What follows belongs to an exercise in optimizing a design on an open flow for small area, a short achievable clock period and few clock cycles; a production flow would make more cautious choices.
Function was checked by simulation only, so behaviour that the tests miss may differ from the original.
Power figures rest on the tool's default switching activity, not on a simulated workload.

Design pif_core, start of the top module:
module pif_core (
    input  wire         clk,
    input  wire         rst,
    input  wire         host_we,
    input  wire [5:0]   host_addr,
    input  wire [7:0]   host_wdata,
    output wire [7:0]   host_rdata,
    input  wire         start,
    output wire         ready,
    output wire         fault,
    input  wire [127:0] pad,
    output wire         save_en,
    output wire         save_we,
    output wire [7:0]   save_slice,
    output wire [63:0]  save_wdata,
    input  wire [63:0]  save_rdata
);
    localparam [15:0] PAK_LOCK_ADDR    = 16'h0400;
    localparam [15:0] PAK_USABLE_BOUND = 16'h7FE0;
    localparam [3:0] S_IDLE   = 4'd0,
                     S_FETCH  = 4'd1,    
                     S_FETCH2 = 4'd2,    
                     S_DEC    = 4'd3,    
                     S_CRC    = 4'd4,    
                     S_CORR   = 4'd5,    
                     S_CWR    = 4'd6,    
                     S_SRD    = 4'd7,    
                     S_SWG1   = 4'd8,    
                     S_SWG2   = 4'd9,    
                     S_SWR    = 4'd10,   
                     S_FAULT  = 4'd11,
                     S_SRDREQ = 4'd12;   
    reg [511:0] mem;         
    reg [3:0]  st;
    reg [6:0]  p;            
    reg [2:0]  chan;         
    reg [63:0] f;            
    reg        f2;           
    reg [7:0]  slice;
    reg [6:0]  wlo, wend;    
    reg        zpend;        
    reg [7:0]  crc;
    reg [2:0]  crow, cend;   
    reg [2:0]  cms, cml;     
    reg        cfirst;
    reg [2:0]  ccnt;         
    reg        ovf_r;        
    reg [5:0]  sl_r;
    reg [6:0]  q;            
    reg [6:0]  e;            
    wire [2:0] pl  = p[2:0];
    wire [3:0] pl4 = {1'b0, pl};
    wire have1 = f2 || (pl4 + 4'd1 <= 4'd7);
    wire have2 = f2 || (pl4 + 4'd2 <= 4'd7);
    wire have3 = f2 || (pl4 + 4'd3 <= 4'd7);
    wire have4 = f2 || (pl4 + 4'd4 <= 4'd7);
    wire [7:0] h   = f[7:0];
  ...
Size in the first run: about 660 flip-flops, roughly 41000 um2 of cells after synthesis.
make LEC_CHECK=0 ABC_CLOCK_PERIOD_IN_PS=6000 CAP_MARGIN=20 CORE_MARGIN=2 CORE_UTILIZATION=45 CTS_BUF_LIST=sky130_fd_sc_hd__clkbuf_8 CTS_CLUSTER_SIZE=20 SETUP_SLACK_MARGIN=3.3 SLEW_MARGIN=20 TNS_END_PERCENT=0 finish   # period 10.0 ns
run.sh (not shown) runs the stock make flow with config.mk's settings and CLKGATE_MAP_FILE= SYNTH_SCRIPT=/design/flow/synth_recipe.tcl, a recipe that flattens the netlist after the stock synthesis.
Testbench counts at the start, summed over its fixed seeds: cycles 77,234.
Then changed:
Settings changed: CORE_UTILIZATION 45 to 60, CTS_BUF_LIST sky130_fd_sc_hd__clkbuf_8 to not set, CTS_CLUSTER_SIZE 20 to not set, SETUP_SLACK_MARGIN 3.3 to 3.6, TNS_END_PERCENT 0 to not set.
This time the run did not get past 5_1_grt (GRT-0116).
Synthesized area is unchanged.
Synthesized cell count is unchanged.

---

pif_core, a different RTL version from the one above (not shown whole).
For scale: about 3,800 cells after synthesis, about 660 flip-flops, ~0.040 mm^2 of cells after synthesis.
==> flow/config.mk <==
export PLATFORM = sky130hd
export DESIGN_NAME = pif_core
export DESIGN_NICKNAME = pif_core
export VERILOG_FILES = /design/flow/design.v
export SDC_FILE = /design/flow/constraint.sdc
export NUM_CORES = 4
export LEC_CHECK = 0
export ABC_CLOCK_PERIOD_IN_PS = 6000
export CAP_MARGIN = 20
export CORE_MARGIN = 2
export CORE_UTILIZATION = 55
export CTS_BUF_LIST = sky130_fd_sc_hd__clkbuf_8
export CTS_CLUSTER_SIZE = 20
export SETUP_SLACK_MARGIN = 3.2
export SLEW_MARGIN = 20
export TNS_END_PERCENT = 20
==> flow/constraint.sdc <==
create_clock -name core_clock -period 10.0 [get_ports {clk}]
set_input_delay 2.0000 -clock core_clock [delete_from_list [all_inputs] [get_ports {clk}]]
set_output_delay 2.0000 -clock core_clock [all_outputs]
set_load 0.01 [all_outputs]
The baseline passed the timing, design-rule and antenna checks.
Testbench counts at the start, summed over its fixed seeds: cycles 77,003.
==> next run, changes <==
Settings changed: CORE_UTILIZATION 55 to 50.
Design area rises slightly.
Worst hold slack degrades by 44 ps.
Critical path depth falls by 1.
Worst setup slack improves by 100 ps.
Clock skew rises by 13 ps.
Clock-buffer cell count rises by 10.
Sequential share of layout area falls by 0.18 points.
==> next run, changes <==
Settings changed: CORE_UTILIZATION 50 to 45, SETUP_SLACK_MARGIN 3.2 to 3.4, TNS_END_PERCENT 20 to 10.
- The changed run completed without violations
- power went up by 0.49%
- worst hold slack is better by 50 ps
- sequential share of layout area went down by 0.56 points
- global-route usage went down by 3.1 points
==> next run, changes <==
Settings changed: SETUP_SLACK_MARGIN 3.4 to 3.0, TNS_END_PERCENT 10 to 20.
What happened: Sequential cell count is unchanged. Utilization decreases by 1.6 points. Total power decreases by 1.4%. Worst hold slack is worse by 20 ps. Register-to-register slack is worse by 280 ps. Clock skew decreases by 41 ps. Design area decreases by 2.9%. Critical path depth is unchanged. First-iteration DRC count decreases by 10%. Worst setup slack is worse by 230 ps. Via count decreases by 3.3%.

[re-timing with driven ports]
The flow's constraints put no driver on any port. The routed layouts listed below were extracted and timed again, unchanged, in two steps. Step 1 assumes that a clkbuf_16 drives the clock port and a buf_2 every other input. Step 2, shift: input delay + t, output delay - t, t = (earliest + latest rising clock arrival at the registers) / 2. This alone moves slack from input paths to output paths. Slacks: no drivers / after step 1 / after step 2; pairs: no drivers / after step 1.
run | t, ns | setup slack, ns | worst setup path at the end
the first run of note 1 | 0.891 | 2.990 / 2.915 / 2.191 | input to register
the first run of note 2 | 0.855 | 2.977 / 2.849 / 2.064 | input to register
the second run of note 2 | 0.818 | 3.077 / 3.039 / 2.445 | input to register
the third run of note 2 | 0.849 | 3.055 / 2.950 / 2.434 | input to register
the fourth run of note 2 | 0.851 | 2.823 / 2.738 / 2.029 | input to register
After both steps every run listed still meets setup and hold. The setup slack of the first run of note 2, which loses most, moves by -0.128 ns with the drivers and by -0.913 ns with both steps.
